This design comes from an exercise in tuning for small area, a short achievable clock period and few clock cycles per item on the open sky130 flow, not from production work.
The RTL was checked by simulation tests, not by an equivalence proof against the original design.

$ cat design/flow/config.mk
export PLATFORM = sky130hd
export DESIGN_NAME = keccak256
export DESIGN_NICKNAME = keccak256
export VERILOG_FILES = /design/flow/design.v
export SDC_FILE = /design/flow/constraint.sdc
export NUM_CORES = 4
export LEC_CHECK = 0
export CAP_MARGIN = 10
export CORE_MARGIN = 2
export CORE_UTILIZATION = 45
export PLACE_DENSITY = 0.6
export SETUP_SLACK_MARGIN = 2.0
export SLEW_MARGIN = 10
$ cat design/flow/run.sh
#!/bin/bash
# synth_recipe.tcl (not shown) runs the flow's synth.tcl, then flattens the netlist and writes it again
# the make line also repeats each setting of config.mk as NAME=value (left out here)
make -C /OpenROAD-flow-scripts/flow DESIGN_CONFIG=/design/flow/config.mk WORK_HOME=/design/flow/orfs CLKGATE_MAP_FILE= SYNTH_SCRIPT=/design/flow/synth_recipe.tcl finish
$ cat design/flow/constraint.sdc
create_clock -name core_clock -period 5.0 [get_ports {clk}]
set_input_delay 1.0000 -clock core_clock [delete_from_list [all_inputs] [get_ports {clk}]]
set_output_delay 1.0000 -clock core_clock [all_outputs]
set_load 0.01 [all_outputs]
$ cat design/flow/design.v
module keccak_round (
    input  wire [1599:0] s_in,
    input  wire [63:0]   rc,
    output wire [1599:0] s_out
);
    localparam [149:0] ROTS = {
        6'd14, 6'd56, 6'd61, 6'd2,  6'd18,    
        6'd8,  6'd21, 6'd15, 6'd45, 6'd41,    
        6'd39, 6'd25, 6'd43, 6'd10, 6'd3,     
        6'd20, 6'd55, 6'd6,  6'd44, 6'd36,    
        6'd27, 6'd28, 6'd62, 6'd1,  6'd0      
    };
    wire [319:0]  c;       
    wire [319:0]  d;       
    wire [1599:0] t;       
    wire [1599:0] b;       
    wire [1599:0] x_chi;   
    genvar x, y;
    generate
        for (x = 0; x < 5; x = x + 1) begin : g_theta_c
            assign c[64*x +: 64] = s_in[64*(x+0)  +: 64] ^ s_in[64*(x+5)  +: 64] ^
                                   s_in[64*(x+10) +: 64] ^ s_in[64*(x+15) +: 64] ^
                                   s_in[64*(x+20) +: 64];
        end
        for (x = 0; x < 5; x = x + 1) begin : g_theta_d
            wire [63:0] cl = c[64*((x+4)%5) +: 64];
            wire [63:0] cr = c[64*((x+1)%5) +: 64];
            assign d[64*x +: 64] = cl ^ {cr[62:0], cr[63]};
        end
        for (y = 0; y < 5; y = y + 1) begin : g_row
            for (x = 0; x < 5; x = x + 1) begin : g_col
                localparam integer I   = x + 5*y;
                localparam integer R   = ROTS[6*I +: 6];
                localparam integer DST = y + 5*((2*x + 3*y) % 5);
                wire [63:0] lane = s_in[64*I +: 64] ^ d[64*x +: 64];
                assign t[64*I +: 64] = lane;
                if (R == 0) begin : g_norot
                    assign b[64*DST +: 64] = lane;
                end else begin : g_rot
                    assign b[64*DST +: 64] = {lane[63-R:0], lane[63:64-R]};
                end
            end
        end
        for (y = 0; y < 5; y = y + 1) begin : g_chi_row
            for (x = 0; x < 5; x = x + 1) begin : g_chi_col
                assign x_chi[64*(x+5*y) +: 64] = b[64*(x+5*y) +: 64] ^
                    (~b[64*(((x+1)%5)+5*y) +: 64] & b[64*(((x+2)%5)+5*y) +: 64]);
            end
        end
    endgenerate
    assign s_out = {x_chi[1599:64], x_chi[63:0] ^ rc};
endmodule
module keccak256 #(
    parameter integer NBUF = 7           
) (
    input  wire         clk,
    input  wire         rst,         
    input  wire         in_valid,
    output wire         in_ready,
    input  wire [63:0]  in_data,
    input  wire         in_last,
    input  wire [3:0]   in_bytes,
    output wire         out_valid,
    output wire [255:0] out_digest
);
    localparam integer NB = (NBUF > 0) ? NBUF : 1;
    reg  [1599:0] st;
    reg           perm;        
    reg  [4:0]    rnd;         
    reg           post;        
    reg           cur_final;   
    reg           pend_pad;    
    reg           zero;        
    reg           outv;
    reg  [4:0]    wl;          
    reg           rx_done;     
    reg           rx_padnext;  
    reg           sv;
    reg  [63:0]   sw;
    reg           slast;
    reg           sfull;
    reg  [63:0]   lbuf [0:NB-1];
    wire padcyc = post & pend_pad;             
    wire busy   = perm | padcyc;               
    wire take   = sv & ~rx_done & (busy ? (wl < NBUF) : 1'b1);
    assign in_ready = rdy;
    wire absorb  = ~busy;
    wire tlast   = take & slast;
    wire full16  = tlast & sfull & (wl == 5'd16);
    wire blk_end = absorb & (rx_done | (take & (slast | (wl == 5'd16))));
    reg [63:0] rc;
    always @(*) begin
        case (rnd)
            5'd0:  rc = 64'h0000000000000001;
            5'd1:  rc = 64'h0000000000008082;
            5'd2:  rc = 64'h800000000000808a;
            5'd3:  rc = 64'h8000000080008000;
            5'd4:  rc = 64'h000000000000808b;
            5'd5:  rc = 64'h0000000080000001;
            5'd6:  rc = 64'h8000000080008081;
            5'd7:  rc = 64'h8000000000008009;
            5'd8:  rc = 64'h000000000000008a;
            5'd9:  rc = 64'h0000000000000088;
            5'd10: rc = 64'h0000000080008009;
            5'd11: rc = 64'h000000008000000a;
            5'd12: rc = 64'h000000008000808b;
            5'd13: rc = 64'h800000000000008b;
            5'd14: rc = 64'h8000000000008089;
            5'd15: rc = 64'h8000000000008003;
            5'd16: rc = 64'h8000000000008002;
            5'd17: rc = 64'h8000000000000080;
            5'd18: rc = 64'h000000000000800a;
            5'd19: rc = 64'h800000008000000a;
            5'd20: rc = 64'h8000000080008081;
            5'd21: rc = 64'h8000000000008080;
            5'd22: rc = 64'h0000000080000001;
            5'd23: rc = 64'h8000000080008008;
            default: rc = 64'h0;
        endcase
    end
    wire [1599:0] st_round;
    keccak_round u_round (.s_in(st), .rc(rc), .s_out(st_round));
    reg [1087:0] av;
    integer i;
    always @(*) begin
        av = {1088{1'b0}};
        if (absorb) for (i = 0; i < 17; i = i + 1) begin
            if (i < NBUF) begin
                if (post && (i < wl))
                    av[64*i +: 64] = lbuf[i];
            end
            if (take && (wl == i))
                av[64*i +: 64] = av[64*i +: 64] | sw;
            if ((tlast && sfull && (wl + 5'd1 == i)) || (rx_done && rx_padnext && (wl == i)))
                av[64*i] = av[64*i] ^ 1'b1;
        end
        if (absorb && ((tlast && !full16) || rx_done))
            av[64*16 + 63] = av[64*16 + 63] ^ 1'b1;
        if (padcyc) begin
            av[0]          = 1'b1;
            av[64*16 + 63] = 1'b1;
        end
    end
    wire [1599:0] st_base = zero ? {1600{1'b0}} : st;
    always @(posedge clk) begin
        if (perm)
            st <= st_round;
        else
            st <= st_base ^ {512'd0, av};
    end
    genvar g;
    generate
        for (g = 0; g < NB; g = g + 1) begin : g_buf
            always @(posedge clk)
                if (busy && take && (wl == g))
                    lbuf[g] <= sw;
        end
    endgenerate
    wire        short_last = in_last & ~in_bytes[3];
    wire [63:0] keep  = short_last ? ((64'd1 << {in_bytes[2:0], 3'b000}) - 64'd1) : {64{1'b1}};
    wire [63:0] pad01 = short_last ? (64'd1 << {in_bytes[2:0], 3'b000}) : 64'd0;
    always @(posedge clk) begin
        if (in_ready && in_valid) begin
            sw    <= (in_data & keep) | pad01;
            slast <= in_last;
            sfull <= ~short_last;
        end
    end
    reg       perm_n, post_n, cur_final_n, pend_pad_n, zero_n, outv_n, rx_done_n, rx_padnext_n;
    reg [4:0] rnd_n, wl_n;
    reg       sv_n, take_n;
    always @(*) begin
        perm_n       = perm;
        rnd_n        = rnd;
        post_n       = post;
        cur_final_n  = cur_final;
        pend_pad_n   = pend_pad;
        zero_n       = zero;
        outv_n       = 1'b0;
        wl_n         = wl;
        rx_done_n    = rx_done;
        rx_padnext_n = rx_padnext;
        if (perm) begin
            rnd_n = rnd + 5'd1;
            if (rnd == 5'd23) begin
                perm_n = 1'b0;
                post_n = 1'b1;
                if (cur_final) begin
                    zero_n = 1'b1;
                    outv_n = 1'b1;
                end
            end
        end else if (padcyc) begin
            perm_n      = 1'b1;
            rnd_n       = 5'd0;
            post_n      = 1'b0;
            cur_final_n = 1'b1;
            pend_pad_n  = 1'b0;
        end else begin
            post_n = 1'b0;
            zero_n = 1'b0;
            if (blk_end) begin
                perm_n      = 1'b1;
                rnd_n       = 5'd0;
                cur_final_n = (rx_done | tlast) & ~full16;
                pend_pad_n  = full16;
                wl_n        = 5'd0;
                rx_done_n   = 1'b0;
            end else if (take) begin
                wl_n = wl + 5'd1;
            end
        end
        if (busy && take) begin
            wl_n = wl + 5'd1;
            if (slast) begin
                rx_done_n    = 1'b1;
                rx_padnext_n = sfull;
            end
        end
        sv_n = in_ready ? in_valid : sv;
        take_n = sv_n & ~rx_done_n &
                 ((perm_n | (post_n & pend_pad_n)) ? (wl_n < NBUF) : 1'b1);
        if (rst) begin
            perm_n     = 1'b0;
            rnd_n      = 5'd0;
            post_n     = 1'b0;
            cur_final_n = 1'b0;
            pend_pad_n = 1'b0;
            zero_n     = 1'b1;
            outv_n     = 1'b0;
            wl_n       = 5'd0;
            rx_done_n  = 1'b0;
            rx_padnext_n = 1'b0;
            sv_n       = 1'b0;
            take_n     = 1'b0;
        end
    end
    reg rdy;     
    always @(posedge clk) begin
        perm       <= perm_n;
        rnd        <= rnd_n;
        post       <= post_n;
        cur_final  <= cur_final_n;
        pend_pad   <= pend_pad_n;
        zero       <= zero_n;
        outv       <= outv_n;
        wl         <= wl_n;
        rx_done    <= rx_done_n;
        rx_padnext <= rx_padnext_n;
        sv         <= sv_n;
        rdy        <= ~sv_n | take_n;
    end
    assign out_valid  = outv;
    assign out_digest = st[255:0];
endmodule
==> results of run 1 <==
-- kinds of logic after synthesis --
| kind of cell | after synthesis |
|---|---|
| xor+xnor | 5576 |
| simple gates | 5287 |
| buf+inv | 958 |
| mux | 12 |
| compound gates | 1664 |
| fa+ha+maj | 14 |
| flops | 2141 |
-- path summary, 6_finish.rpt --
kind / from / to / cells after the start
hold reg to reg: cur_final / outv / 2
hold / removal: cur_final / outv / 2
setup / recovery: st[271] / st[620] / 7
setup reg to reg: st[271] / st[620] / 7
-- metrics by stage --
stage | hold slack, ns | TNS [ns] | cell area [sq um] | utilization
6_report | 0.470 | 0 | 191000 | 0.588
5_1_grt | 0.502 | 0 | 191000 | 0.587
4_1_cts | 0.472 | 0 | 183000 | 0.563
3_5_place_dp | 0.470 | 0 | 163000 | 0.501
3_3_place_gp | 0.463 | 0 | 163000 | 0.500
2_1_floorplan | 0.445 | -2107.20 | 147000 | -
-- per-layer routing --
metal | track usage | up-vias | wire length (um)
li1 | - | 52100 | -
met1 | 0.676 | 65700 | 340000
met2 | 0.730 | 11500 | 359000
met3 | 0.327 | 2725 | 168000
met4 | 0.565 | 32 | 123000
met5 | 0.00846 | - | 724
-- cells in the final DEF (no fill, tap or decap), types with 319 or more instances in the layout --
cell         n
a21oi_1    654
a22oi_1    441
buf_4      768
dfxtp_1    886
edfxtp_1  1026
nand2_1   1792
nor2_1    2180
nor2b_1    914
o21ai_0    378
xnor2_1   2641
xnor2_2    772
xnor2_4    605
xnor3_1    319
xor2_1     998
-- worst min-delay path, cell delays in order, from the launching register on --
cell and delay, ns:
dfxtp_1 0.31, nand3_1 0.08, nor2_1 0.05
-- what timing repair did --
action                     4_1_cts  5_1_grt
setup buffers                  129      222
gates resized for setup       1372      471
hold buffers                     0        0
pin swaps                       88      153
gates cloned                     0        4
setup endpoints to repair     1829     1119
-- state kept, by name, summed over array words and instances, names as in the netlist --
register    count
cur_final       1
lbuf          448
outv            1
pend_pad        1
perm            1
post            1
rdy             1
rnd             5
rx_done         1
rx_padnext      1
sfull           1
slast           1
st           1600
sv              1
sw             64
u_round.rc      7
wl              5
zero            1
-- area by class of cell --
type	count	area [sq um]
fill	27900	134000
multi-input combinational	12600	108000
sequential	2141	53600
timing repair buffer	1408	14900
clock buffer	404	7850
tap	4325	5410
clock inverter	101	1070
antenna	144	360
inverter	23	110
timing repair inverter	1	5.00
==> results.json, run 1 <==
{
  "path_delay_family": "XOR/XNOR gates",
  "tightest_slew_ns": 1.30,
  "synth_xor_area_frac": 0.382,
  "hold_viol_final": 0,
  "setup_ws_ns": 1.78,
  "clkTransAtPathRegs_ns": 0.06,
  "yosys_most_used_dff": "dfxtp_1",
  "die_w_um": 576,
  "r2r_slack_ns": 1.78,
  "gp_congestion": 1.27,
  "ys_seq_elements": 2141,
  "synth_top_area_frac": 0.218,
  "cts_tree": "yes",
  "finalNetCount": 16500,
  "status": "complete, no violations",
  "yosysTopAreaCell": "xnor2_1",
  "synth_commonest_cells": "xnor2_1, nor2_1, nand2_1",
  "worst_clock_skew_ns": 0.0442,
  "h-tree-depth": 5,
  "synth-simple-area-share": 0.157,
  "clk_latency_ns": 1.02,
  "synth_compound_area_frac": 0.0662,
  "synth-edff-count": 1026,
  "wl_mm": 991,
  "ys_seq_area_frac": 0.361,
  "cp.required_ns": 5.83,
  "setup.worst_path.end_class": "flip-flop",
  "arrival_ns": 4.05,
  "ys_top_cells_by_area": "xnor2_1, edfxtp_1, dfxtp_1, xor2_1, nor2_1",
  "antenna_found_initial": 117,
  "syn_inst": 15700,
  "cp-start-kind": "flip-flop",
  "finalCritPeriodShare": 0.644,
  "clock.fmax_mhz": 311,
  "slowest_stage": "xnor2_2",
  "synth_top_family_by_area": "XOR/XNOR gates",
  "cp_common_cell": "xnor2_2",
  "clock-root-buffer": "clkbuf_16",
  "crit_fanout": 5,
  "initialDrtViolationCount": 24000,
  "grt_pass1_vias": 112000,
  "cts_sinks": 2141,
  "via_per_inst": 6.26,
  "yosysMostFrequentCell": "xnor2_1",
  "syn_avg_cell_area_sq_um": 9.40,
  "maxCapViolCount": 0,
  "syn_nets": 15700,
  "syn2layout_area_growth_pct": 29.8,
  "layout_min_cycle_time_ns": 3.22,
  "drc": 0,
  "grt_util_all_layers": 0.582,
  "slowest_delay_ns": 0.71,
  "dp_hpwl_mm": 806,
  "drtPass1Iterations": 8,
  "crit_type": "flip-flop to flip-flop",
  "path_cells": "xnor3_1 > xnor2_2 > xnor2_4 > xnor2_2 > nor2b_1 > xnor2_1 > a21oi_1",
  "synth.cell_area_sq_um": 147000,
  "synthAdderAreaFrac": 0.00119,
  "start_util": 0.453,
  "slew_viol_final": 0,
  "pre_cts_ws_ns": 1.17,
  "drive_gt1_frac": 0.205,
  "cts_buffers": 277,
  "portBuffers": 329,
  "grt_pass1_wl_mm": 1230,
  "synth_async_sr_flop_share": 0,
  "final_antenna_net_count": 0,
  "cts_buffer_depth": 4,
  "setup_viol": 0,
  "core_area_sq_um": 325000,
  "yosysUniqueCellTypes": 79,
  "synthMuxAreaShare": 0.000842,
  "overflow": 0,
  "vias": 132000,
  "grt_start_max_net_pins": 194,
  "path_buf_inv": 0,
  "slew_headroom": 0.131,
  "ys_warn_count": 2,
  "dieArea_sq_um": 332000,
  "die_h_um": 576,
  "rsz0062_at_grt": "true",
  "hp-class": "flip-flop to flip-flop",
  "ios": 330,
  "wl_per_cell_um": 46.9,
  "final_cells": 21100,
  "place_inst": 20100,
  "rows": 209
}
Testbench counts, summed over its fixed seeds: cycles 9,993, items 320.
==> run 2, diff against run 1 <==
--- a/design/flow/config.mk
+++ b/design/flow/config.mk
@@ -9,5 +9,5 @@
 export CORE_MARGIN = 2
-export CORE_UTILIZATION = 45
-export PLACE_DENSITY = 0.6
-export SETUP_SLACK_MARGIN = 2.0
+export CORE_UTILIZATION = 50
+export PLACE_DENSITY = 0.65
+export SETUP_SLACK_MARGIN = 2.6
 export SLEW_MARGIN = 10
==> run 2 against run 1 <==
Against the previous run: the run now fails in 5_1_grt; synthesized area stayed put; synthesized cell count is the same.
==> results.json, run 2 <==
{
  "clock-root-buffer": "clkbuf_16",
  "yosysUniqueCellTypes": 79,
  "synth-edff-count": 1026,
  "yosysTopAreaCell": "xnor2_1",
  "grt_util_all_layers": 0.899,
  "synth_top_area_frac": 0.218,
  "grt_start_max_net_pins": 183,
  "stop_stage": "5_1_grt",
  "ys_seq_elements": 2141,
  "ys_seq_area_frac": 0.361,
  "portBuffers": 329,
  "synth_async_sr_flop_share": 0,
  "dp_hpwl_mm": 781,
  "h-tree-depth": 5,
  "syn_inst": 15700,
  "cts_buffers": 269,
  "status": "did not finish",
  "rows": 199,
  "die_h_um": 547,
  "syn_avg_cell_area_sq_um": 9.40,
  "cts_sinks": 2141,
  "die_w_um": 547,
  "yosys_most_used_dff": "dfxtp_1",
  "cts_buffer_depth": 4,
  "synth.cell_area_sq_um": 147000,
  "gp_congestion": 1.30,
  "yosysMostFrequentCell": "xnor2_1",
  "pre_cts_ws_ns": 1.15,
  "syn_nets": 15700,
  "overflow": 3946,
  "synth_commonest_cells": "xnor2_1, nor2_1, nand2_1",
  "ctsHoldBuffers": 0,
  "ys_warn_count": 2,
  "error": "[ERROR GRT-0116] Global routing finished with congestion. Check the congestion regions in the DRC Viewer.",
  "grt_pass1_wl_mm": 1910,
  "ys_top_cells_by_area": "xnor2_1, edfxtp_1, dfxtp_1, xor2_1, nor2_1",
  "dpl_cell_area_sq_um": 161000,
  "ios": 330,
  "start_util": 0.502,
  "grt_pass1_vias": 188000
}
==> run 2: cell counts after synthesis <==
No cell type changed its count.
==> run 2: worst max-delay path by stage <==
| stage | start | endpoint | slack [ns] | cells past startpoint |
|---|---|---|---|---|
| floorplan | perm | st[1088] | -3.68 | 3 |
| detailed placement | st[586] | st[615] | 1.15 | 8 |
| CTS | st[400] | st[1466] | 2.35 | 10 |
| global placement | st[363] | st[1141] | 0.61 | 6 |
==> run 2: per-layer routing <==
layer / global-route usage / overflow
met1: 0.892 / 44
met2: 1.00 / 2542
met3: 0.821 / 42
met4: 0.890 / 1317
met5: 0.583 / 1
==> run 2: cells by family after synthesis <==
kind of cell	synth area share
compound gates	0.0662
simple gates	0.157
flops	0.361
buf+inv	0.0314
xor+xnor	0.382
mux	0.000842
fa+ha+maj	0.00119
==> run 2: per-stage QoR <==
| step | instances | TNS (ns) |
|---|---|---|
| 2_1_floorplan | 15700 | -2107.20 |
| 3_3_place_gp | 19600 | 0 |
| 3_5_place_dp | 19600 | 0 |
| 4_1_cts | 23200 | 0 |
==> run 2: what timing repair did <==
item,in CTS
hold endpoints to repair,0
gates cloned,58
resized for setup,9118
buffers inserted,2991
pin swaps,2298
endpoints found under the setup margin,2637
==> run 3, diff against run 2 <==
--- a/design/flow/design.v
+++ b/design/flow/design.v
@@ -2,4 +2,3 @@
     input  wire [1599:0] s_in,
-    input  wire [63:0]   rc,
-    output wire [1599:0] s_out
+    output wire [1599:0] b_out
 );
@@ -16,3 +15,2 @@
     wire [1599:0] b;       
-    wire [1599:0] x_chi;   
     genvar x, y;
@@ -43,10 +41,4 @@
         end
-        for (y = 0; y < 5; y = y + 1) begin : g_chi_row
-            for (x = 0; x < 5; x = x + 1) begin : g_chi_col
-                assign x_chi[64*(x+5*y) +: 64] = b[64*(x+5*y) +: 64] ^
-                    (~b[64*(((x+1)%5)+5*y) +: 64] & b[64*(((x+2)%5)+5*y) +: 64]);
-            end
-        end
     endgenerate
-    assign s_out = {x_chi[1599:64], x_chi[63:0] ^ rc};
+    assign b_out = b;
 endmodule
@@ -120,4 +112,4 @@
     end
-    wire [1599:0] st_round;
-    keccak_round u_round (.s_in(st), .rc(rc), .s_out(st_round));
+    wire [1599:0] b;
+    keccak_round u_round (.s_in(st), .b_out(b));
     reg [1087:0] av;
@@ -143,9 +135,28 @@
     end
-    wire [1599:0] st_base = zero ? {1600{1'b0}} : st;
-    always @(posedge clk) begin
-        if (perm)
-            st <= st_round;
-        else
-            st <= st_base ^ {512'd0, av};
-    end
+    wire        hold = ~perm & ~zero;
+    wire [1599:0] st_d;
+    genvar gx, gy;
+    generate
+        for (gy = 0; gy < 5; gy = gy + 1) begin : g_chi_row
+            for (gx = 0; gx < 5; gx = gx + 1) begin : g_chi_col
+                localparam integer L = gx + 5*gy;
+                wire [63:0] b0 = b[64*L +: 64];
+                wire [63:0] b1 = b[64*(((gx+1)%5)+5*gy) +: 64];
+                wire [63:0] b2 = b[64*(((gx+2)%5)+5*gy) +: 64];
+                wire [63:0] xv = ({64{perm}} & b0) | ({64{hold}} & st[64*L +: 64]);
+                wire [63:0] yc = {64{perm}} & ~b1 & b2;
+                wire [63:0] ya;
+                if (L == 0) begin : g_iota
+                    assign ya = av[63:0] | ({64{perm}} & rc);
+                end else if (L < 17) begin : g_rate
+                    assign ya = av[64*L +: 64];
+                end else begin : g_cap
+                    assign ya = 64'd0;
+                end
+                assign st_d[64*L +: 64] = xv ^ (yc ^ ya);
+            end
+        end
+    endgenerate
+    always @(posedge clk)
+        st <= st_d;
     genvar g;
--- a/design/flow/config.mk
+++ b/design/flow/config.mk
@@ -7,7 +7,7 @@
 export LEC_CHECK = 0
-export CAP_MARGIN = 10
+export CAP_MARGIN = 20
 export CORE_MARGIN = 2
-export CORE_UTILIZATION = 50
-export PLACE_DENSITY = 0.65
-export SETUP_SLACK_MARGIN = 2.6
+export CORE_UTILIZATION = 40
+export PLACE_DENSITY = 0.55
+export SETUP_SLACK_MARGIN = 1.7
 export SLEW_MARGIN = 10
==> run 3 against run 2 <==
Against the previous run: now fails the layout checks on capacitance limit, slew limit; synthesized cell count decreased by 16%; synthesized area decreased by 10%.
==> results.json, run 3 <==
{
  "wl_mm": 1010,
  "cts_tree": "yes",
  "hold_start": "cur_final",
  "via_per_inst": 6.83,
  "grt_util_all_layers": 0.584,
  "antenna_found_initial": 183,
  "die_h_um": 578,
  "ios": 330,
  "dieArea_sq_um": 334000,
  "clkTransAtPathRegs_ns": 0.06,
  "syn_nets": 13300,
  "ctsHoldBuffers": 0,
  "cp.required_ns": 5.89,
  "rows": 210,
  "whs_path_depth": 2,
  "ys_warn_count": 2,
  "tightest_slew_ns": 1.59,
  "ys_seq_elements": 2141,
  "yosysMostFrequentCell": "xnor2_1",
  "layout_min_cycle_time_ns": 3.62,
  "initialDrtViolationCount": 25900,
  "synth.cell_area_sq_um": 132000,
  "die_w_um": 578,
  "so.violations": "capacitance limit, slew limit",
  "final_common_cell": "dfxtp_1",
  "syn_inst": 13200,
  "reg_top3": "st (1600), lbuf (448), sw (64)",
  "worst_clock_skew_ns": 0.0650,
  "cts_sinks": 2141,
  "synth_top_area_frac": 0.247,
  "yosysUniqueCellTypes": 79,
  "arrival_ns": 4.51,
  "drc": 0,
  "wl_per_cell_um": 54.7,
  "slew_headroom": -0.0619,
  "finalCritPeriodShare": 0.724,
  "rsz0062_at_grt": "true",
  "cts_buffers": 278,
  "portBuffers": 329,
  "crit_type": "flip-flop to flip-flop",
  "largest_register_ffs": 1600,
  "core_area_sq_um": 328000,
  "hold_viol_final": 0,
  "r2r_end": "st[1554]",
  "grt_start_max_net_pins": 141,
  "slowest_delay_ns": 0.99,
  "hold_end": "cur_final",
  "path_buf_inv": 0,
  "rr_worst_depth": 7,
  "synth_commonest_cells": "xnor2_1, xor2_1, dfxtp_1",
  "finalNetCount": 13700,
  "final_cells": 18400,
  "vias": 126000,
  "tns_ns": 0,
  "gp_congestion": 1.25,
  "setup_viol": 0,
  "drtPass1Iterations": 11,
  "regMostFlops": "st",
  "slowest_stage": "xnor2_1",
  "r2r_slack_ns": 1.38,
  "clock.fmax_mhz": 276,
  "final_cell_mix": "dfxtp_1, xor2_1, xnor2_1",
  "dp_hpwl_mm": 813,
  "synth_async_sr_flop_share": 0,
  "syn_avg_cell_area_sq_um": 10.0,
  "h-tree-depth": 5,
  "slew_viol_final": 35,
  "status": "complete, but fails checks",
  "synth-edff-count": 514,
  "overflow": 0,
  "yosysTopAreaCell": "dfxtp_1",
  "maxCapViolCount": 1,
  "r2r-start": "st[336]",
  "grt_pass1_vias": 109000,
  "setup.worst_path.end_class": "flip-flop",
  "clock-root-buffer": "clkbuf_16",
  "syn2layout_area_growth_pct": 22.0,
  "place_inst": 17600,
  "drive_gt1_frac": 0.185,
  "yosys_most_used_dff": "dfxtp_1",
  "path_cells": "xnor3_1 > xnor2_2 > xor2_2 > xnor2_1 > nor2_1 > a21oi_1 > xor2_1",
  "ys_top_cells_by_area": "dfxtp_1, xnor2_1, edfxtp_1, xor2_1, xnor3_1",
  "cts_buffer_depth": 4,
  "start_util": 0.403,
  "final_antenna_net_count": 0,
  "ys_seq_area_frac": 0.364,
  "crit_fanout": 5,
  "grt_pass1_wl_mm": 1240,
  "clk_latency_ns": 1.00,
  "cp-start-kind": "flip-flop",
  "path_delay_family": "XOR/XNOR gates",
  "hp-class": "flip-flop to flip-flop"
}
run 3: cell types whose count changed after synthesis, sizes merged, moves of 569 or more:
cell and delta:
xor2 +738, nor2 -1186, nand2 -979, nor2b -885, a21oi +569, xnor2 -1810
run 3: cell families (layout without fill, tap and decap cells):
kind of cell	count (synthesis)	after routing	share of synthesized area
and+or+nand+nor	2612	2615	0.0885
DFF	2141	2141	0.364
AOI/OAI and AO/OA	2878	2879	0.143
xor gates and xnor gates	4502	4502	0.367
buffers and inverters	1006	1677	0.0362
muxes	13	13	0.00102
other	0	260	0
adders and majority gates	14	14	0.00133
run 3: worst max-delay path by stage:
| stage | from | to | slack (ns) | cells after the start |
|---|---|---|---|---|
| 2_1_floorplan | wl[1] | lbuf[3][0] | 1.31 | 5 |
| 3_3_place_gp | wl[0] | rc[7] | 0.72 | 12 |
| 3_5_place_dp | wl[0] | rc[7] | 0.65 | 11 |
| 4_1_cts | st[157] | st[395] | 1.63 | 7 |
| 5_1_grt | st[362] | st[407] | 1.53 | 7 |
| 6_report | st[336] | st[1554] | 1.38 | 7 |
run 3: layout make-up:
class	instances	area, sq um
Antenna cell	260	651
Clock buffer	410	7960
Clock inverter	95	917
Fill cell	29600	167000
Inverter	13	58.8
Multi-Input combinational cell	10000	86000
Sequential cell	2141	48000
Tap cell	4346	5440
Timing Repair Buffer	1159	11900
run 3: worst min-delay path, cell delays in order (launching register included):
cell and delay [ns]:
dfxtp_1 0.31, o21bai_1 0.13, nor2_1 0.05
run 3: metrics by stage:
stage	utilization	hold slack (ns)	cell area [sq um]	setup slack [ns]
2_1_floorplan	-	0.432	132000	1.31
3_3_place_gp	0.445	0.502	146000	0.721
3_5_place_dp	0.449	0.517	147000	0.652
4_1_cts	0.482	0.528	158000	1.63
5_1_grt	0.490	0.553	160000	1.53
6_report	0.491	0.528	161000	1.38
run 3: routing by layer:
layer / wire length [um] / GRT usage
met3: 178000 / 0.393
met4: 125000 / 0.590
met2: 366000 / 0.732
met5: 2680 / 0.0596
met1: 337000 / 0.625
run 3: repair_timing:
item	4_1_cts	5_1_grt
buffers inserted	26	20
hold endpoints to repair	0	0
endpoints found under the setup margin	651	283
pin swaps	11	18
gates cloned	6	0
resized for setup	165	134
Testbench counts of run 3, summed over its fixed seeds: cycles 9,993, items 320.
==> run 4, diff against run 3 <==
--- a/design/flow/config.mk
+++ b/design/flow/config.mk
@@ -12,2 +12,2 @@
 export SETUP_SLACK_MARGIN = 1.7
-export SLEW_MARGIN = 10
+export SLEW_MARGIN = 20
==> run 4 against run 3 <==
Against the previous run: the layout still fails its checks (capacitance limit, slew limit); clock skew up 0.0030 ns; final cell count down 0.81%; synthesized cell count stayed put; global-route usage is essentially flat.
==> results.json, run 4 <==
{
  "status": "complete, but fails checks",
  "so.violations": "capacitance limit, slew limit",
  "r2r_slack_ns": 1.37,
  "synth_async_sr_flop_share": 0,
  "syn_inst": 13200,
  "ios": 330,
  "grt_pass1_vias": 108000,
  "final_antenna_net_count": 0,
  "clk_latency_ns": 0.99,
  "finalNetCount": 13600,
  "portBuffers": 329,
  "syn2layout_area_growth_pct": 21.5,
  "ys_seq_area_frac": 0.364,
  "start_util": 0.403,
  "hold_start": "cur_final",
  "yosysUniqueCellTypes": 79,
  "fill_cells": 29700,
  "overflow": 0,
  "yosysMostFrequentCell": "xnor2_1",
  "worst_clock_skew_ns": 0.0680,
  "dieArea_sq_um": 334000,
  "path_delay_family": "XOR/XNOR gates",
  "setup.worst_path.end_class": "flip-flop",
  "regArea_sq_um": 48000,
  "clock.fmax_mhz": 275,
  "arrival_ns": 4.52,
  "setup_viol": 0,
  "grt_util_all_layers": 0.584,
  "drive_gt1_frac": 0.181,
  "grt_start_max_net_pins": 141,
  "yosys_most_used_dff": "dfxtp_1",
  "final_common_cell": "dfxtp_1",
  "whs_path_depth": 2,
  "gp_congestion": 1.25,
  "regMostFlops": "st",
  "drtPass1Iterations": 13,
  "holdWs_ns": 0.530,
  "hp-class": "flip-flop to flip-flop",
  "r2r_end": "st[1033]",
  "rows": 210,
  "clock-root-buffer": "clkbuf_16",
  "cp.required_ns": 5.88,
  "yosysTopAreaCell": "dfxtp_1",
  "h-tree-depth": 5,
  "reg_top3": "st (1600), lbuf (448), sw (64)",
  "cts_tree": "yes",
  "wl_per_cell_um": 55.2,
  "ys_top_cells_by_area": "dfxtp_1, xnor2_1, edfxtp_1, xor2_1, xnor3_1",
  "slowest_stage": "xnor2_1",
  "via_per_inst": 6.88,
  "die_h_um": 578,
  "die_w_um": 578,
  "dpl_cell_area_sq_um": 147000,
  "cp-start-kind": "flip-flop",
  "ys_warn_count": 2,
  "slew_headroom": -0.175,
  "path_cells": "xnor3_1 > xnor2_2 > xor2_2 > xnor2_1 > nor2_1 > a22oi_1 > xor2_1",
  "cts_buffer_depth": 4,
  "clkTransAtPathRegs_ns": 0.06,
  "drc": 0,
  "grt_pass1_wl_mm": 1240,
  "synth_top_area_frac": 0.247,
  "largest_register_ffs": 1600,
  "ys_seq_elements": 2141,
  "syn_avg_cell_area_sq_um": 10.0,
  "cts_buffers": 273,
  "tightest_slew_ns": 1.76,
  "synth-edff-count": 514,
  "cts_sinks": 2141,
  "hold_viol_final": 0,
  "layout_min_cycle_time_ns": 3.63,
  "r2r-start": "st[249]",
  "slowest_delay_ns": 1.13,
  "multi_input_comb_area_sq_um": 87200,
  "synth.cell_area_sq_um": 132000,
  "path_buf_inv": 0,
  "syn_nets": 13300,
  "initialDrtViolationCount": 26400,
  "slew_viol_final": 26,
  "hold_end": "cur_final",
  "rsz0062_at_grt": "true",
  "rr_worst_depth": 7,
  "final_area_sq_um": 160000,
  "tns_ns": 0,
  "crit_type": "flip-flop to flip-flop",
  "maxCapViolCount": 1,
  "crit_fanout": 5,
  "antenna_found_initial": 181,
  "synth_commonest_cells": "xnor2_1, xor2_1, dfxtp_1",
  "finalCritPeriodShare": 0.727,
  "wl_mm": 1010,
  "vias": 126000,
  "dp_hpwl_mm": 813,
  "final_cell_mix": "dfxtp_1, xor2_1, xnor2_1",
  "core_area_sq_um": 328000
}
run 4: routing by layer:
layer | GRT usage | routed length, um
met4 | 0.598 | 129000
met2 | 0.726 | 361000
met1 | 0.636 | 333000
met5 | 0.0268 | 3820
met3 | 0.383 | 182000
run 4: logic make-up (layout without fill, tap and decap cells):
group                    Yosys count  count (layout)  share of synthesized area
AO/OA/AOI/OAI                   2878            2879                      0.143
buffers and inverters           1006            1556                     0.0362
flip-flops                      2141            2141                      0.364
adder cells (fa/ha/maj)           14              14                    0.00133
XOR/XNOR                        4502            4502                      0.367
AND/OR/NAND/NOR                 2612            2615                     0.0885
other                              0             232                          0
multiplexers                      13              13                    0.00102
run 4: how the worst max path moves through the flow:
stage                       start  slack [ns]  cells after the start    endpoint
after floorplan             wl[1]        1.31                      5  lbuf[3][0]
after global placement      wl[0]        0.72                     12       rc[7]
after detailed placement    wl[0]        0.66                     12       rc[7]
after CTS                 st[336]        1.61                      7     st[445]
after global routing      st[193]        1.52                      7     st[341]
final                     st[249]        1.37                      7    st[1033]
run 4: cell type report:
type                       count  area share
multi-input combinational  10000       0.544
sequential                  2141       0.300
timing repair buffer        1051      0.0636
clock buffer                 386      0.0485
tap                         4346      0.0339
clock inverter               106     0.00673
antenna                      232     0.00362
inverter                      13    0.000367
run 4: tightest hold or removal path: stages (launching register included):
cell      delay, ns
dfxtp_1        0.31
o21bai_1       0.13
nor2_1         0.04
run 4: per-stage QoR:
step | std cells | setup WS, ns | util
finish | 18300 | 1.37 | 0.489
global route | 18100 | 1.52 | 0.488
CTS | 18000 | 1.61 | 0.481
detailed placement | 17500 | 0.660 | 0.448
global placement | 17500 | 0.721 | 0.445
floorplan | 13200 | 1.31 | -
run 4: timing repair:
action / in CTS / in global routing
setup buffers: 30 / 17
cloned: 6 / 0
pin swaps: 11 / 12
hold buffers: 0 / 0
gates resized for setup: 163 / 154
setup endpoints to repair: 616 / 329
==> run 5, diff against run 4 <==
--- a/design/flow/config.mk
+++ b/design/flow/config.mk
@@ -7,3 +7,3 @@
 export LEC_CHECK = 0
-export CAP_MARGIN = 20
+export CAP_MARGIN = 35
 export CORE_MARGIN = 2
@@ -12,2 +12,2 @@
 export SETUP_SLACK_MARGIN = 1.7
-export SLEW_MARGIN = 20
+export SLEW_MARGIN = 35
==> run 5 against run 4 <==
Against the previous run: the run now finishes clean; first-iteration DRC count increased by 0.90%; wire length decreased by 0.21%; final cell count barely moved; critical path depth shrank 1; synthesized cell count stayed put; highest routed layer unchanged; via count fell by 0.36%.
==> results.json, run 5 <==
{
  "final_antenna_net_count": 0,
  "rr_worst_depth": 6,
  "r2r_slack_ns": 1.47,
  "antenna_found_initial": 184,
  "setup.worst_path.end_class": "flip-flop",
  "grt_use_met1": 0.633,
  "setup_ws_ns": 1.47,
  "synth_commonest_cells": "xnor2_1, xor2_1, dfxtp_1",
  "cts_buffers": 275,
  "clk_latency_ns": 1.02,
  "yosys_most_used_dff": "dfxtp_1",
  "slew_viol_final": 0,
  "reg_top3": "st (1600), lbuf (448), sw (64)",
  "startpoint": "st[175]",
  "final_util": 0.497,
  "cp.depth": 6,
  "hp-class": "flip-flop to flip-flop",
  "via_per_inst": 6.85,
  "ys_warn_count": 2,
  "vias": 125000,
  "clock-root-buffer": "clkbuf_16",
  "holdWs_ns": 0.526,
  "clkTransAtPathRegs_ns": 0.06,
  "setup_viol": 0,
  "worst_clock_skew_ns": 0.0757,
  "path_cells": "xnor3_1 > xnor2_2 > xor2_2 > xnor2_2 > a222oi_1 > xor2_1",
  "pre_cts_ws_ns": 0.599,
  "drc": 0,
  "crit_fanout": 5,
  "final_cell_mix": "dfxtp_1, xor2_1, xnor2_1",
  "cp_common_cell": "xnor2_2",
  "cts_buffer_depth": 4,
  "synth_top_area_frac": 0.247,
  "rows": 210,
  "ys_seq_elements": 2141,
  "tightest_slew_ns": 1.32,
  "grt_util_met2": 0.723,
  "status": "complete, no violations",
  "synth.cell_area_sq_um": 132000,
  "cp-start-kind": "flip-flop",
  "layout_min_cycle_time_ns": 3.53,
  "r2r-start": "st[175]",
  "core_area_sq_um": 328000,
  "ios": 330,
  "finalNetCount": 13600,
  "cts_sinks": 2141,
  "ys_top_cells_by_area": "dfxtp_1, xnor2_1, edfxtp_1, xor2_1, xnor3_1",
  "initialDrtViolationCount": 26600,
  "slew_headroom": 0.120,
  "crit_type": "flip-flop to flip-flop",
  "yosysUniqueCellTypes": 79,
  "final_common_cell": "dfxtp_1",
  "yosysMostFrequentCell": "xnor2_1",
  "path_buf_inv": 0,
  "arrival_ns": 4.41,
  "tns_ns": 0,
  "drtPass1Iterations": 12,
  "dp_hpwl_mm": 816,
  "ys_seq_area_frac": 0.364,
  "finalCritPeriodShare": 0.707,
  "wl_per_cell_um": 55.1,
  "yosysTopAreaCell": "dfxtp_1",
  "wl_mm": 1010,
  "rsz0062_at_grt": "true",
  "place_inst": 17500,
  "syn_nets": 13300,
  "gp_congestion": 1.25,
  "grt_pass1_vias": 108000,
  "slowest_stage": "xnor2_2",
  "busiest_layer": "met2",
  "drive_gt1_frac": 0.190,
  "largest_register_ffs": 1600,
  "maxCapViolCount": 0,
  "portBuffers": 329,
  "grt_util_all_layers": 0.581,
  "final_cells": 18300,
  "h-tree-depth": 5,
  "die_h_um": 578,
  "synth-edff-count": 514,
  "grt_pass1_wl_mm": 1230,
  "slowest_delay_ns": 0.93,
  "synth_async_sr_flop_share": 0,
  "hold_viol_final": 0,
  "crit_end": "st[132]",
  "syn_avg_cell_area_sq_um": 10.0,
  "regMostFlops": "st",
  "met3_usage": 0.379,
  "cts_tree": "yes",
  "overflow": 0,
  "die_w_um": 578,
  "grt_start_max_net_pins": 141,
  "r2r_end": "st[132]",
  "start_util": 0.403,
  "clock.fmax_mhz": 283,
  "cp.required_ns": 5.88,
  "path_delay_family": "XOR/XNOR gates",
  "syn2layout_area_growth_pct": 23.5,
  "dieArea_sq_um": 334000,
  "syn_inst": 13200
}
-- run 5: cell types whose count changed in the layout (fill, tap and decap cells not counted), sizes merged, moves of 2 or more --
cell,before,now
buf,720,728
bufbuf,2,0
bufinv,19,15
clkbuf,386,398
clkinv,68,60
clkinvlp,7,13
diode,232,220
-- run 5: kinds of logic (layout without fill, tap and decap cells) --
kind of cell / count (synthesis) / in the layout / share of synthesized area
other: 0 / 220 / 0
AND/OR/NAND/NOR: 2612 / 2613 / 0.0885
multiplexers: 13 / 13 / 0.00102
XOR/XNOR: 4502 / 4502 / 0.367
AO/OA/AOI/OAI: 2878 / 2879 / 0.143
adder cells (fa/ha/maj): 14 / 14 / 0.00133
flip-flops: 2141 / 2141 / 0.364
buffers and inverters: 1006 / 1567 / 0.0362
-- run 5: worst min-delay path by stage --
stage | cells after the start | end | slack (ns) | start
6_report | 2 | cur_final | 0.53 | cur_final
5_1_grt | 2 | cur_final | 0.54 | cur_final
4_1_cts | 2 | zero | 0.52 | cur_final
3_5_place_dp | 2 | cur_final | 0.52 | cur_final
3_3_place_gp | 2 | st[1216] | 0.50 | st[1216]
2_1_floorplan | 2 | outv | 0.43 | cur_final
-- run 5: what timing repair did --
item / CTS / global route
pin swaps: 8 / 19
endpoints found under the hold margin: 0 / 0
hold buffers: 0 / 0
resized for setup: 95 / 118
buffers inserted: 10 / 36
endpoints found under the setup margin: 569 / 297
gates cloned: 1 / 3
-- run 5: metal layers --
layer  vias to the layer above  part of all wire
met5                         -            0.0026
met4                        76              0.13
met3                      3529              0.18
met2                     13200              0.36
met1                     62600              0.33
li1                      46000                 -
-- run 5: metrics by stage --
stage	cell area [sq um]
3_5_place_dp	150000
2_1_floorplan	132000
3_3_place_gp	146000
6_report	163000
4_1_cts	160000
5_1_grt	162000
-- run 5: area by class of cell --
type                            instances  area (sq um)
Tap cell                             4346          5440
Multi-Input combinational cell      10000         89500
Inverter                               13          63.8
Antenna cell                          220           551
Fill cell                           29200        165000
Sequential cell                      2141         48000
Clock inverter                         99          1040
Clock buffer                          395          7920
Timing Repair Buffer                 1060         10400
-- run 5: tightest hold or removal path, cell delays in order, from the launching register on --
cell and delay [ns]:
dfxtp_1 0.31, o21bai_1 0.13, nor2_1 0.04
==> run 6, diff against run 5 <==
--- a/design/flow/config.mk
+++ b/design/flow/config.mk
@@ -7,7 +7,7 @@
 export LEC_CHECK = 0
-export CAP_MARGIN = 35
+export CAP_MARGIN = 25
 export CORE_MARGIN = 2
-export CORE_UTILIZATION = 40
-export PLACE_DENSITY = 0.55
+export CORE_UTILIZATION = 45
+export PLACE_DENSITY = 0.6
 export SETUP_SLACK_MARGIN = 1.7
-export SLEW_MARGIN = 35
+export SLEW_MARGIN = 25
==> run 6 against run 5 <==
Against the previous run: setup slack worse by 0.42 ns; clock skew down 0.033 ns; critical endpoint is now st[598]; largest cell class unchanged; now fails the layout checks on capacitance limit, slew limit; clock-buffer cell count is 22 lower.
==> results.json, run 6 <==
{
  "status": "complete, but fails checks",
  "so.violations": "capacitance limit, slew limit",
  "synthAdderAreaFrac": 0.00133,
  "antenna_found_initial": 158,
  "synthMuxAreaShare": 0.00102,
  "overflow": 0,
  "yosysTopAreaCell": "dfxtp_1",
  "final_area_sq_um": 159000,
  "cp_common_cell": "xnor2_2",
  "synth_commonest_cells": "xnor2_1, xor2_1, dfxtp_1",
  "grt_start_max_net_pins": 158,
  "drive_gt1_frac": 0.175,
  "syn2layout_area_growth_pct": 20.2,
  "wl_per_cell_um": 54.4,
  "regMostFlops": "st",
  "portBuffers": 329,
  "ios": 330,
  "grt_util_met2": 0.764,
  "hp-class": "flip-flop to flip-flop",
  "dieArea_sq_um": 298000,
  "reg_top3": "st (1600), lbuf (448), sw (64)",
  "tns_ns": 0,
  "crit_fanout": 5,
  "ctsHoldBuffers": 0,
  "met3_usage": 0.457,
  "synth-simple-area-share": 0.0885,
  "grt_util_all_layers": 0.623,
  "vias": 129000,
  "ys_top_cells_by_area": "dfxtp_1, xnor2_1, edfxtp_1, xor2_1, xnor3_1",
  "grt_pass1_wl_mm": 1200,
  "yosysUniqueCellTypes": 79,
  "finalCritPeriodShare": 0.790,
  "syn_nets": 13300,
  "worst_clock_skew_ns": 0.0422,
  "synth_xor_area_frac": 0.367,
  "slowest_stage": "xnor2_2",
  "final_antenna_net_count": 0,
  "ys_seq_area_frac": 0.364,
  "maxCapViolCount": 1,
  "rows": 198,
  "synth-edff-count": 514,
  "setup.worst_path.end_class": "flip-flop",
  "grt_pass1_vias": 111000,
  "start_util": 0.453,
  "final_cell_mix": "dfxtp_1, xor2_1, xnor2_1",
  "drtPass1Iterations": 15,
  "die_h_um": 546,
  "busiest_layer": "met2",
  "largest_register_ffs": 1600,
  "via_per_inst": 7.25,
  "finalNetCount": 13500,
  "dp_hpwl_mm": 769,
  "clock-root-buffer": "clkbuf_16",
  "synth_async_sr_flop_share": 0,
  "final_common_cell": "dfxtp_1",
  "synth_top_family_by_area": "XOR/XNOR gates",
  "initialDrtViolationCount": 28500,
  "die_w_um": 546,
  "h-tree-depth": 5,
  "yosysMostFrequentCell": "xnor2_1",
  "rsz0062_at_grt": "true",
  "synth_top_area_frac": 0.247,
  "syn_inst": 13200,
  "tightest_slew_ns": 2.04,
  "hold_viol_final": 0,
  "cts_buffer_depth": 4,
  "slowest_delay_ns": 1.58,
  "arrival_ns": 4.88,
  "ys_warn_count": 2,
  "synth_compound_area_frac": 0.143,
  "yosys_most_used_dff": "dfxtp_1",
  "setup_viol": 0,
  "synth.cell_area_sq_um": 132000,
  "core_area_sq_um": 291000,
  "ys_seq_elements": 2141,
  "grt_use_met1": 0.651,
  "cp.required_ns": 5.93,
  "path_cells": "xnor3_1 > xnor2_2 > xor2_2 > xnor2_2 > a22oi_1 > xor2_1",
  "syn_avg_cell_area_sq_um": 10.0,
  "clock.fmax_mhz": 253,
  "gp_congestion": 1.33,
  "slew_headroom": -0.366,
  "cts_sinks": 2141,
  "clk_latency_ns": 1.06,
  "wl_mm": 969,
  "slew_viol_final": 5,
  "cp-start-kind": "flip-flop",
  "layout_min_cycle_time_ns": 3.95,
  "cts_tree": "yes",
  "cts_buffers": 267,
  "clkTransAtPathRegs_ns": 0.07,
  "drc": 0,
  "crit_type": "flip-flop to flip-flop",
  "dpl_cell_area_sq_um": 146000
}
==> run 6: changes by cell type in the layout (fill, tap and decap cells not counted), sizes merged, moves of 2 or more <==
cell           change
buf               -63
clkbuf            -24
clkdlybuf4s50      -5
and2               +3
bufinv             +2
diode             +44
clkinv            +19
inv                -3
dlymetal6s2s       +6
clkinvlp           -8
==> run 6: path summary, 6_finish.rpt <==
path              startpoint         end  slack (ns)  cells past startpoint
hold reg to reg   rx_padnext  rx_padnext        0.54                      2
setup reg to reg    st[1593]     st[598]        1.05                      6
hold / removal    rx_padnext  rx_padnext        0.54                      2
setup / recovery    st[1593]     st[598]        1.05                      6
==> run 6: cell families after synthesis <==
logic type               count (synthesis)
AO/OA/AOI/OAI                         2878
XOR/XNOR                              4502
adder cells (fa/ha/maj)                 14
buffers and inverters                 1006
flip-flops                            2141
multiplexers                            13
AND/OR/NAND/NOR                       2612
==> run 6: per-layer routing <==
metal	up-vias	wire [um]
li1	45900	-
met1	63500	306000
met2	15300	342000
met3	4567	188000
met4	92	129000
met5	-	4230
==> run 6: final cells by class <==
type	count	area [sq um]
fill	25200	133000
multi-input combinational	10000	86600
sequential	2141	48000
timing repair buffer	995	9720
clock buffer	373	7490
tap	3900	4880
clock inverter	109	1200
antenna	264	661
inverter	13	65.1
==> run 6: stage by stage <==
step	util	hold WS (ns)	instances	setup WS [ns]
global route	0.542	0.568	17600	1.30
global placement	0.496	0.491	17000	1.21
finish	0.544	0.541	17800	1.05
CTS	0.534	0.532	17500	1.68
detailed placement	0.501	0.523	17000	1.12
floorplan	-	0.432	13200	1.31
==> run 6: critical path, delay by kind of cell, from the launching register on <==
kind | cells | cell delay (ns)
xor gates and xnor gates | 5 | 2.99
DFF | 1 | 0.55
AOI/OAI and AO/OA | 1 | 0.27
==> run 6: what timing repair did <==
item	in CTS	in global routing
pin swaps	8	14
gates cloned	5	1
buffers inserted	23	27
setup endpoints to repair	542	288
resized for setup	94	121
endpoints found under the hold margin	0	0

## port drivers added, routing unchanged
How much do the figures lean on ideal ports? The routed layouts below were timed once more, with nothing changed but the port constraints.
Step 1 sets driving cells, clkbuf_16 on the clock port and buf_2 on the other inputs (assumed; they add their load-dependent delay and slew).
Step 2, shift: input delay + t, output delay - t, t = (earliest + latest rising clock arrival at the registers) / 2. This alone moves slack from input paths to output paths.
Slacks: no drivers / after step 1 / after step 2; pairs: no drivers / after step 1.
| run | shift t [ns] | setup slack, ns | clock arrival spread, ns |
|---|---|---|---|
| run 1 | 1.105 | 1.781 / 1.781 / 1.226 | 0.044 / 0.044 |
| run 3 | 1.097 | 1.381 / 1.381 / 1.322 | 0.065 / 0.065 |
| run 4 | 1.083 | 1.365 / 1.365 / 1.342 | 0.069 / 0.069 |
| run 5 | 1.121 | 1.466 / 1.465 / 1.426 | 0.076 / 0.077 |
| run 6 | 1.163 | 1.049 / 1.049 / 1.049 | 0.044 / 0.045 |
For run 1, which loses most, drivers alone change the setup slack by 0.000 ns; drivers and shift together by -0.555 ns.
